From an optimization exercise on the open Yosys and OpenROAD flow, aimed at small area, a short achievable clock period and few clock cycles; shortcuts taken in it are not production practice. At most, simulation tests tie the RTL to the original design; equivalence was not proved. Power figures rest on the tool's default switching activity, not on a simulated workload.

==> run A: inputs <==
// asdk_txf
module asdk_txf (
    input  wire        clk,
    input  wire        rst,           
    input  wire        cmd_valid,
    output wire        cmd_ready,
    input  wire [15:0] cmd,
    input  wire [7:0]  txq_free,
    output reg         tx_valid,
    output reg  [7:0]  tx_data,
    output reg         cmd_status,    
    output reg  [1:0]  tx_status,     
    output reg  [7:0]  tx_len,        
    output reg  [15:0] seq,
    output reg  [7:0]  tx_flen,       
    output reg  [31:0] tx_good,
    output reg  [31:0] tx_nobuf,
    output reg  [31:0] tx_oversize
);
clock: 10.0 ns
lec_check: 0
cap_margin: 20
core_margin: 2
core_utilization: 40
setup_slack_margin: 5
slew_margin: 20
run.sh (not shown) runs the stock make flow with config.mk's settings and CLKGATE_MAP_FILE= SYNTH_SCRIPT=/design/flow/synth_recipe.tcl, a recipe that flattens the netlist after the stock synthesis.
==> run P (differences from run A) <==
--- a/flow/design.v
+++ b/flow/design.v
@@ -41,28 +41,35 @@
     reg        w_v;            
     reg [7:0]  w_a;
     reg [7:0]  w_d;
     reg [15:0] crc_f;          
     reg [1:0]  crc_nz;         
     reg [1:0]  seq_nz;         
+    reg [8:0]  k_key;          
+    reg [7:0]  k_zc;           
+    reg [7:0]  k_pc;           
+    reg [8:0]  k_room;         
     reg [7:0]  tl_flen;        
+    reg        tl_fits;        
     reg [47:0] tl_t;           
     reg [2:0]  tl_n;           
     reg [7:0]  tl_pc;          
     reg        send_pend;      
-    reg        send_age;       
+    reg        send_over;      
+    reg [1:0]  send_age;       
     reg [7:0]  free_q;
     reg        em_act;
     reg        em_buf;         
     reg [7:0]  rptr;
     reg [7:0]  em_last;        
     reg        em_open;        
     reg [7:0]  em_cs;          
     reg [7:0]  em_code;
     reg [2:0]  tptr;
     reg [2:0]  em_tn;
+    reg        em_dn;          
     reg [47:0] em_t;
     function [15:0] crc_step(input [15:0] c_in, input [7:0] b);
         reg [15:0] c;
         integer t;
         begin
             c = c_in ^ {b, 8'h00};
@@ -199,19 +206,19 @@
         else if (tnz[1]) zr = zr1;
         else if (tnz[2]) zr = zr2;
         else if (tnz[3]) zr = zr3;
         else             zr = zr5;
     end
     wire [7:0] zc = zr[7:0];
-    wire [1:0] tmode = mode;
-    wire [2:0] tflag = (mode == M_Z) ? zr[10:8]
+    wire [2:0] kflag = (mode == M_Z) ? zr[10:8]
                      : (mode == M_START) ? 3'd0 : {2'b00, pc_small};
+    wire [8:0] room  = {1'b0, free_q} - {1'b0, wptr} - 9'd1;
     wire [2:0] tk_n;
     wire [2:0] tk_s0, tk_s1, tk_s2, tk_s3, tk_s4, tk_s5;
     wire [7:0] tk_c0, tk_c1, tk_c2, tk_c3, tk_c4, tk_c5;
-    wire [8:0] tkey = {tmode, tflag, tnz};
+    wire [8:0] tkey = k_key;
     assign tk_n[0] =
         (tkey == 9'd0) | (tkey == 9'd1) | (tkey == 9'd4) | (tkey == 9'd8) | (tkey == 9'd10) | (tkey == 9'd11) |
         (tkey == 9'd13) | (tkey == 9'd14) | (tkey == 9'd15) | (tkey == 9'd128) | (tkey == 9'd130) | (tkey == 9'd131) |
         (tkey == 9'd132) | (tkey == 9'd133) | (tkey == 9'd134) | (tkey == 9'd136) | (tkey == 9'd144) | (tkey == 9'd146) |
         (tkey == 9'd147) | (tkey == 9'd149) | (tkey == 9'd150) | (tkey == 9'd151) | (tkey == 9'd152) | (tkey == 9'd153) |
         (tkey == 9'd156) | (tkey == 9'd256) | (tkey == 9'd257) | (tkey == 9'd260) | (tkey == 9'd264) | (tkey == 9'd266) |
@@ -628,33 +635,46 @@
                 3'd3:    tsel = t[31:24];
                 3'd4:    tsel = z;
                 default: tsel = c;
             endcase
         end
     endfunction
-    wire [47:0] tail_t = {tsel(tk_s5, tk_c5, zc, tb), tsel(tk_s4, tk_c4, zc, tb),
-                          tsel(tk_s3, tk_c3, zc, tb), tsel(tk_s2, tk_c2, zc, tb),
-                          tsel(tk_s1, tk_c1, zc, tb), tsel(tk_s0, tk_c0, zc, tb)};
-    wire [7:0] flen    = tl_flen;
-    wire       em_done = em_act && !em_buf && (tptr == em_tn);
-    wire       resolve = send_pend && send_age && (!em_act || em_done);
-    wire       fits    = !(free_q < flen);
+    wire [47:0] tail_t = {tsel(tk_s5, tk_c5, k_zc, tb), tsel(tk_s4, tk_c4, k_zc, tb),
+                          tsel(tk_s3, tk_c3, k_zc, tb), tsel(tk_s2, tk_c2, k_zc, tb),
+                          tsel(tk_s1, tk_c1, k_zc, tb), tsel(tk_s0, tk_c0, k_zc, tb)};
+    reg [7:0] flen_n;
+    always @(*) begin
+        case (tk_n)
+            3'd1:    flen_n = wptr + 8'd2;
+            3'd2:    flen_n = wptr + 8'd3;
+            3'd3:    flen_n = wptr + 8'd4;
+            3'd4:    flen_n = wptr + 8'd5;
+            3'd5:    flen_n = wptr + 8'd6;
+            default: flen_n = wptr + 8'd7;
+        endcase
+    end
+    wire fits_n = !k_room[8] && ((k_room[7:3] != 5'd0) || (k_room[2:0] >= tk_n));
+    wire       resolve = send_pend && !send_over && send_age[1] && (!em_act || em_dn);
     wire       open_b  = (mode == M_NZ) || (mode == M_NZ1);
     wire do_lit  = q_push && lit_we;
     wire do_code = q_push && code_we;
     wire       we = do_lit || do_code || pend_v;
     wire [7:0] wa = do_lit ? lit_a : (do_code ? code_a : pend_a);
     wire [7:0] wd = do_lit ? q_imm : (do_code ? code_d : pend_d);
     always @(posedge clk) begin
         if (w_v)
             mem[w_a] <= w_d;
     end
+    wire       em_hit = em_open && (rptr == em_cs);
+    wire [7:0] em_alt = (em_buf && em_hit) ? em_code : em_t[7:0];
+    always @(posedge clk) begin
+        tx_data <= (em_buf && !em_hit) ? mem[rptr] : em_alt;
+    end
     always @(posedge clk) begin
         if (rst) begin
             tx_valid    <= 1'b0;
-            tx_data     <= 8'h00;
             cmd_status  <= 1'b0;
             tx_status   <= 2'd0;
             tx_len      <= 8'd0;
             seq         <= 16'd0;
             tx_flen     <= 8'd0;
             tx_good     <= 32'd0;
@@ -674,28 +694,35 @@
             w_v         <= 1'b0;
             w_a         <= 8'd0;
             w_d         <= 8'd0;
             crc_f       <= 16'd0;
             crc_nz      <= 2'd0;
             seq_nz      <= 2'd0;
+            k_key       <= 9'd0;
+            k_zc        <= 8'd0;
+            k_pc        <= 8'd0;
+            k_room      <= 9'd0;
             tl_flen     <= 8'd0;
+            tl_fits     <= 1'b0;
             tl_t        <= 48'd0;
             tl_n        <= 3'd0;
             tl_pc       <= 8'd0;
             send_pend   <= 1'b0;
-            send_age    <= 1'b0;
+            send_over   <= 1'b0;
+            send_age    <= 2'd0;
             free_q      <= 8'd0;
             em_act      <= 1'b0;
             em_buf      <= 1'b0;
             rptr        <= 8'd0;
             em_last     <= 8'd0;
             em_open     <= 1'b0;
             em_cs       <= 8'd0;
             em_code     <= 8'd0;
             tptr        <= 3'd0;
             em_tn       <= 3'd0;
+            em_dn       <= 1'b0;
             em_t        <= 48'd0;
         end else begin
             q_push  <= 1'b0;
             q_begin <= 1'b0;
             q_imm   <= imm;
             if (take) begin
@@ -711,20 +738,16 @@
                             tx_len <= tx_len + 8'd1;
                             q_push <= 1'b1;
                         end else if (tx_len == 8'd128)
                             tx_len <= 8'd129;
                     end
                     OP_SEND: begin
-                        if (tx_len > 8'd128) begin
-                            tx_oversize <= tx_oversize + 32'd1;
-                            tx_status   <= 2'd1;
-                        end else begin
-                            send_pend <= 1'b1;
-                            send_age  <= 1'b0;
-                            free_q    <= txq_free;
-                        end
+                        send_pend <= 1'b1;
+                        send_over <= tx_len[7] && tx_len[0];    
+                        send_age  <= 2'd0;
+                        free_q    <= txq_free;
                     end
                     default: cmd_status <= 1'b1;
                 endcase
             end
             if (q_push && code_pq) begin
                 pend_v <= 1'b1;
@@ -745,38 +768,47 @@
             end
             w_v   <= we;
             w_a   <= wa;
             w_d   <= wd;
             crc_f  <= crc_fn;
             crc_nz <= {crc_fn[15:8] != 8'h00, crc_fn[7:0] != 8'h00};
-            tl_flen <= wptr + {5'd0, tk_n} + 8'd1;
-            tl_t  <= tail_t;
-            tl_n  <= tk_n;
-            tl_pc <= (jz2 && pc_small) ? (8'hE0 + pn) : (pn + 8'd1);
-            if (send_pend)
-                send_age <= 1'b1;
-            tx_valid <= 1'b0;
+            k_key   <= {mode, kflag, tnz};
+            k_zc    <= zc;
+            k_pc    <= (jz2 && pc_small) ? (8'hE0 + pn) : (pn + 8'd1);
+            k_room  <= room;
+            tl_flen <= flen_n;
+            tl_fits <= fits_n;
+            tl_t    <= tail_t;
+            tl_n    <= tk_n;
+            tl_pc   <= k_pc;
+            if (send_pend && !send_age[1])
+                send_age <= send_age + 2'd1;
+            tx_valid <= em_act;
+            em_dn    <= 1'b0;
             if (em_act) begin
-                tx_valid <= 1'b1;
                 if (em_buf) begin
-                    tx_data <= (em_open && (rptr == em_cs)) ? em_code : mem[rptr];
                     rptr    <= rptr + 8'd1;
                     if (rptr == em_last) em_buf <= 1'b0;
                 end else begin
-                    tx_data <= em_t[7:0];
                     em_t    <= {8'h00, em_t[47:8]};
                     tptr    <= tptr + 3'd1;
-                    if (tptr == em_tn) em_act <= 1'b0;
+                    em_dn   <= (tptr + 3'd1 == em_tn);
+                    if (em_dn) em_act <= 1'b0;
                 end
             end
+            if (send_pend && send_over) begin
+                send_pend   <= 1'b0;
+                tx_oversize <= tx_oversize + 32'd1;
+                tx_status   <= 2'd1;
+            end
             if (resolve) begin
                 send_pend <= 1'b0;
                 seq       <= seq_n;
                 seq_nz    <= {seq_n[15:8] != 8'h00, seq_n[7:0] != 8'h00};
-                tx_flen   <= flen;
-                if (!fits) begin
+                tx_flen   <= tl_flen;
+                if (!tl_fits) begin
                     tx_nobuf  <= tx_nobuf + 32'd1;
                     tx_status <= 2'd2;
                 end else begin
                     tx_good   <= tx_good + 32'd1;
                     tx_status <= 2'd0;
                     em_act    <= 1'b1;
@@ -785,12 +817,13 @@
                     em_last   <= wptr - 8'd1;
                     em_open   <= open_b;
                     em_cs     <= cs;
                     em_code   <= tl_pc;
                     tptr      <= 3'd0;
                     em_tn     <= tl_n;
+                    em_dn     <= 1'b0;
                     em_t      <= tl_t;
                 end
             end
         end
     end
 endmodule
==> run X (differences from run A) <==
--- a/flow/design.v
+++ b/flow/design.v
@@ -35,24 +35,18 @@
     reg [7:0]  cs;             
     reg [7:0]  wptr;           
     reg [15:0] crc_p;          
     reg        pend_v;         
     reg [7:0]  pend_a;
     reg [7:0]  pend_d;
-    reg        w_v;            
-    reg [7:0]  w_a;
-    reg [7:0]  w_d;
     reg [15:0] crc_f;          
-    reg [1:0]  crc_nz;         
-    reg [1:0]  seq_nz;         
-    reg [7:0]  tl_flen;        
     reg [47:0] tl_t;           
     reg [2:0]  tl_n;           
     reg [7:0]  tl_pc;          
     reg        send_pend;      
-    reg        send_age;       
+    reg [1:0]  send_age;
     reg [7:0]  free_q;
     reg        em_act;
     reg        em_buf;         
     reg [7:0]  rptr;
     reg [7:0]  em_last;        
     reg        em_open;        
@@ -139,23 +133,21 @@
                     lit_we = 1'b1; lit_a = wptr + 8'd2;
                     cs_n = wptr + 8'd1; wptr_n = wptr + 8'd3; cnt_n = 8'd1; mode_n = M_NZ;
                 end
             end
         endcase
     end
-    wire [15:0] crc_n  = q_begin ? 16'hFFFF : (q_push ? crc_step(crc_p, q_imm) : crc_p);
-    wire [15:0] crc_fn = crc_step(crc_step(crc_n, seq[7:0]), seq[15:8]);
-    wire [15:0] seq_n  = seq + 16'd1;
     wire [4:0] le;
     assign le[0] = (cnt <= 8'd31);
     assign le[1] = (cnt <= 8'd30);
     assign le[2] = (cnt <= 8'd29);
     assign le[3] = (cnt <= 8'd28);
     assign le[4] = (cnt <= 8'd27);
     wire [31:0] tb  = {crc_f, seq};
-    wire [3:0]  tnz = {crc_nz, seq_nz};
+    wire [3:0]  tnz = {crc_f[15:8] != 8'h00, crc_f[7:0] != 8'h00,
+                       seq[15:8] != 8'h00, seq[7:0] != 8'h00};
     reg [2:0] jn;
     reg       jz2;     
     always @(*) begin
         if (mode == M_NZ1) begin
             jn = 3'd0; jz2 = !tnz[0];
         end else if (!tnz[0]) begin
@@ -177,36 +169,18 @@
         if (tnz[0])      jz = 3'd0;
         else if (tnz[1]) jz = 3'd1;
         else if (tnz[2]) jz = 3'd2;
         else if (tnz[3]) jz = 3'd3;
         else             jz = 3'd5;
     end
-    function [10:0] zrun(input [3:0] k0, input [2:0] j);
-        reg [4:0] kz;
-        begin
-            kz = {1'b0, k0} + {2'b0, j};
-            if (kz >= 5'd15) zrun = {kz[2:0] - 3'd6, 8'h00};    
-            else             zrun = {3'd0, zcode(kz[3:0])};
-        end
-    endfunction
-    wire [10:0] zr0 = zrun(cnt[3:0], 3'd0);
-    wire [10:0] zr1 = zrun(cnt[3:0], 3'd1);
-    wire [10:0] zr2 = zrun(cnt[3:0], 3'd2);
-    wire [10:0] zr3 = zrun(cnt[3:0], 3'd3);
-    wire [10:0] zr5 = zrun(cnt[3:0], 3'd5);
-    reg  [10:0] zr;
-    always @(*) begin
-        if (tnz[0])      zr = zr0;
-        else if (tnz[1]) zr = zr1;
-        else if (tnz[2]) zr = zr2;
-        else if (tnz[3]) zr = zr3;
-        else             zr = zr5;
-    end
-    wire [7:0] zc = zr[7:0];
+    wire [4:0] kz  = {1'b0, cnt[3:0]} + {2'b0, jz};
+    wire       kov = (kz >= 5'd15);
+    wire [4:0] kr  = kz - 5'd15;
+    wire [7:0] zc  = zcode(kz[3:0]);
     wire [1:0] tmode = mode;
-    wire [2:0] tflag = (mode == M_Z) ? zr[10:8]
+    wire [2:0] tflag = (mode == M_Z) ? (kov ? (kr[2:0] + 3'd1) : 3'd0)
                      : (mode == M_START) ? 3'd0 : {2'b00, pc_small};
     wire [2:0] tk_n;
     wire [2:0] tk_s0, tk_s1, tk_s2, tk_s3, tk_s4, tk_s5;
     wire [7:0] tk_c0, tk_c1, tk_c2, tk_c3, tk_c4, tk_c5;
     wire [8:0] tkey = {tmode, tflag, tnz};
     assign tk_n[0] =
@@ -631,25 +605,25 @@
             endcase
         end
     endfunction
     wire [47:0] tail_t = {tsel(tk_s5, tk_c5, zc, tb), tsel(tk_s4, tk_c4, zc, tb),
                           tsel(tk_s3, tk_c3, zc, tb), tsel(tk_s2, tk_c2, zc, tb),
                           tsel(tk_s1, tk_c1, zc, tb), tsel(tk_s0, tk_c0, zc, tb)};
-    wire [7:0] flen    = tl_flen;
+    wire [7:0] flen    = wptr + {5'd0, tl_n} + 8'd1;
     wire       em_done = em_act && !em_buf && (tptr == em_tn);
-    wire       resolve = send_pend && send_age && (!em_act || em_done);
+    wire       resolve = send_pend && (send_age == 2'd2) && (!em_act || em_done);
     wire       fits    = !(free_q < flen);
     wire       open_b  = (mode == M_NZ) || (mode == M_NZ1);
     wire do_lit  = q_push && lit_we;
     wire do_code = q_push && code_we;
     wire       we = do_lit || do_code || pend_v;
     wire [7:0] wa = do_lit ? lit_a : (do_code ? code_a : pend_a);
     wire [7:0] wd = do_lit ? q_imm : (do_code ? code_d : pend_d);
     always @(posedge clk) begin
-        if (w_v)
-            mem[w_a] <= w_d;
+        if (we)
+            mem[wa] <= wd;
     end
     always @(posedge clk) begin
         if (rst) begin
             tx_valid    <= 1'b0;
             tx_data     <= 8'h00;
             cmd_status  <= 1'b0;
@@ -668,24 +642,18 @@
             cs          <= 8'd0;
             wptr        <= 8'd0;
             crc_p       <= 16'hFFFF;
             pend_v      <= 1'b0;
             pend_a      <= 8'd0;
             pend_d      <= 8'd0;
-            w_v         <= 1'b0;
-            w_a         <= 8'd0;
-            w_d         <= 8'd0;
             crc_f       <= 16'd0;
-            crc_nz      <= 2'd0;
-            seq_nz      <= 2'd0;
-            tl_flen     <= 8'd0;
             tl_t        <= 48'd0;
             tl_n        <= 3'd0;
             tl_pc       <= 8'd0;
             send_pend   <= 1'b0;
-            send_age    <= 1'b0;
+            send_age    <= 2'd0;
             free_q      <= 8'd0;
             em_act      <= 1'b0;
             em_buf      <= 1'b0;
             rptr        <= 8'd0;
             em_last     <= 8'd0;
             em_open     <= 1'b0;
@@ -716,47 +684,43 @@
                     OP_SEND: begin
                         if (tx_len > 8'd128) begin
                             tx_oversize <= tx_oversize + 32'd1;
                             tx_status   <= 2'd1;
                         end else begin
                             send_pend <= 1'b1;
-                            send_age  <= 1'b0;
+                            send_age  <= 2'd0;
                             free_q    <= txq_free;
                         end
                     end
                     default: cmd_status <= 1'b1;
                 endcase
             end
             if (q_push && code_pq) begin
                 pend_v <= 1'b1;
                 pend_a <= code_a;
                 pend_d <= code_d;
             end else if (!do_lit && !do_code)
                 pend_v <= 1'b0;
-            crc_p <= crc_n;
             if (q_begin) begin
                 mode  <= M_START;
                 cnt   <= 8'd0;
                 wptr  <= 8'd0;
+                crc_p <= 16'hFFFF;
             end else if (q_push) begin
                 mode  <= mode_n;
                 cnt   <= cnt_n;
                 cs    <= cs_n;
                 wptr  <= wptr_n;
+                crc_p <= crc_step(crc_p, q_imm);
             end
-            w_v   <= we;
-            w_a   <= wa;
-            w_d   <= wd;
-            crc_f  <= crc_fn;
-            crc_nz <= {crc_fn[15:8] != 8'h00, crc_fn[7:0] != 8'h00};
-            tl_flen <= wptr + {5'd0, tk_n} + 8'd1;
+            crc_f <= crc_step(crc_step(crc_p, seq[7:0]), seq[15:8]);
             tl_t  <= tail_t;
             tl_n  <= tk_n;
             tl_pc <= (jz2 && pc_small) ? (8'hE0 + pn) : (pn + 8'd1);
-            if (send_pend)
-                send_age <= 1'b1;
+            if (send_pend && (send_age != 2'd2))
+                send_age <= send_age + 2'd1;
             tx_valid <= 1'b0;
             if (em_act) begin
                 tx_valid <= 1'b1;
                 if (em_buf) begin
                     tx_data <= (em_open && (rptr == em_cs)) ? em_code : mem[rptr];
                     rptr    <= rptr + 8'd1;
@@ -767,14 +731,13 @@
                     tptr    <= tptr + 3'd1;
                     if (tptr == em_tn) em_act <= 1'b0;
                 end
             end
             if (resolve) begin
                 send_pend <= 1'b0;
-                seq       <= seq_n;
-                seq_nz    <= {seq_n[15:8] != 8'h00, seq_n[7:0] != 8'h00};
+                seq       <= seq + 16'd1;
                 tx_flen   <= flen;
                 if (!fits) begin
                     tx_nobuf  <= tx_nobuf + 32'd1;
                     tx_status <= 2'd2;
                 end else begin
                     tx_good   <= tx_good + 32'd1;
==> impl_results.md <==
- Comb. pwr: about 190 uW
- Worst setup path startpoint: k_key[2]
- Drt initial violations: slightly above 5k
- Clock power share: a little under half
- FF+latch count: around 1.5k
- Sequential share of power: between 50% and 60%
- Total GRT Usage: between 20% and 30%
- TAP cells: between 2k and 2.5k
- Final WS setup: between 5 and 6 ns
- DR pass1 iterations: 6
- Design Area, Final: 75100 um^2
- Status: complete, no violations
- Cts repair resizes: 2
- Leakage power figure: 0.0245 uW
- Post-synth top cells: 1032 x edfxtp_1, 564 x nor2_1, 449 x dfxtp_1
- Top sig layer: met4
- Stages on worst setup path: 13
# the run above: run P

==> impl_results.md <==
- Comb. pwr: around 220 uW
- TAP cells: between 2k and 2.5k
- Status: complete, no violations
- DR pass1 iterations: 8
- Design Area, Final: around 75000 um^2
- Sequential share of power: 52.5%
- Cts repair resizes: slightly above 90
- Post-synth top cells: 1032 x edfxtp_1, 579 x nor2_1, 412 x dfxtp_1
- Top sig layer: met5
- Leakage power figure: 0.0239 uW
- Drt initial violations: 4913
- Stages on worst setup path: 16
- FF+latch count: about 1.4k
# the run above: run A

==> impl_results.md <==
- Drt initial violations: about 5.0k
- Final WS setup: ~4.5 ns
- FF+latch count: 1416
- Sequential share of power: between 50% and 60%
- Status: complete, no violations
- Stages on worst setup path: 20
- Post-synth top cells: 1032 x edfxtp_1, 540 x nor2_1, 384 x dfxtp_1
- Leakage power figure: roughly 0.024 uW
- Design Area, Final: ~75000 um^2
- Total GRT Usage: between 20% and 30%
- Comb. pwr: around 150 uW
- Top sig layer: met5
# the run above: run X

Testbench counts of run A, summed over its fixed seeds: cycles 31,748.
For run P and run X, only the layout was checked, not whether the RTL still works.

-- afterwards: timing with drivers on the ports --
The flow's constraints put no driver on any port. The routed layouts listed below were extracted and timed again, unchanged, in two steps.
Step 1 sets driving cells, clkbuf_16 on the clock port and buf_2 on the other inputs (assumed; they add their load-dependent delay and slew).
Step 2 moves the port delays by t, midway between the first and last clock arrival at a register: inputs arrive t later, outputs are due t later. That takes back most of the time a late clock gives input paths.
Three values: no drivers, after step 1, after step 2; two values: the first two.
run | t (ns) | setup slack, ns | hold WS [ns] | worst register clock-pin slew, ns | worst data-port slew with drivers (ns)
run A | 0.865 | 4.918 / 4.918 / 4.556 | 0.434 / 0.434 / 0.434 | 0.10 / 0.10 | 0.16
run P | 0.869 | 5.085 / 5.085 / 5.085 | 0.393 / 0.393 / 0.393 | 0.07 / 0.07 | 0.05
run X | 0.859 | 4.460 / 4.460 / 4.460 | 0.420 / 0.420 / 0.420 | 0.07 / 0.07 | 0.05
After both steps every run listed still meets setup and hold. The setup slack of run A, which loses most, moves by 0.000 ns with the drivers and by -0.362 ns with both steps.
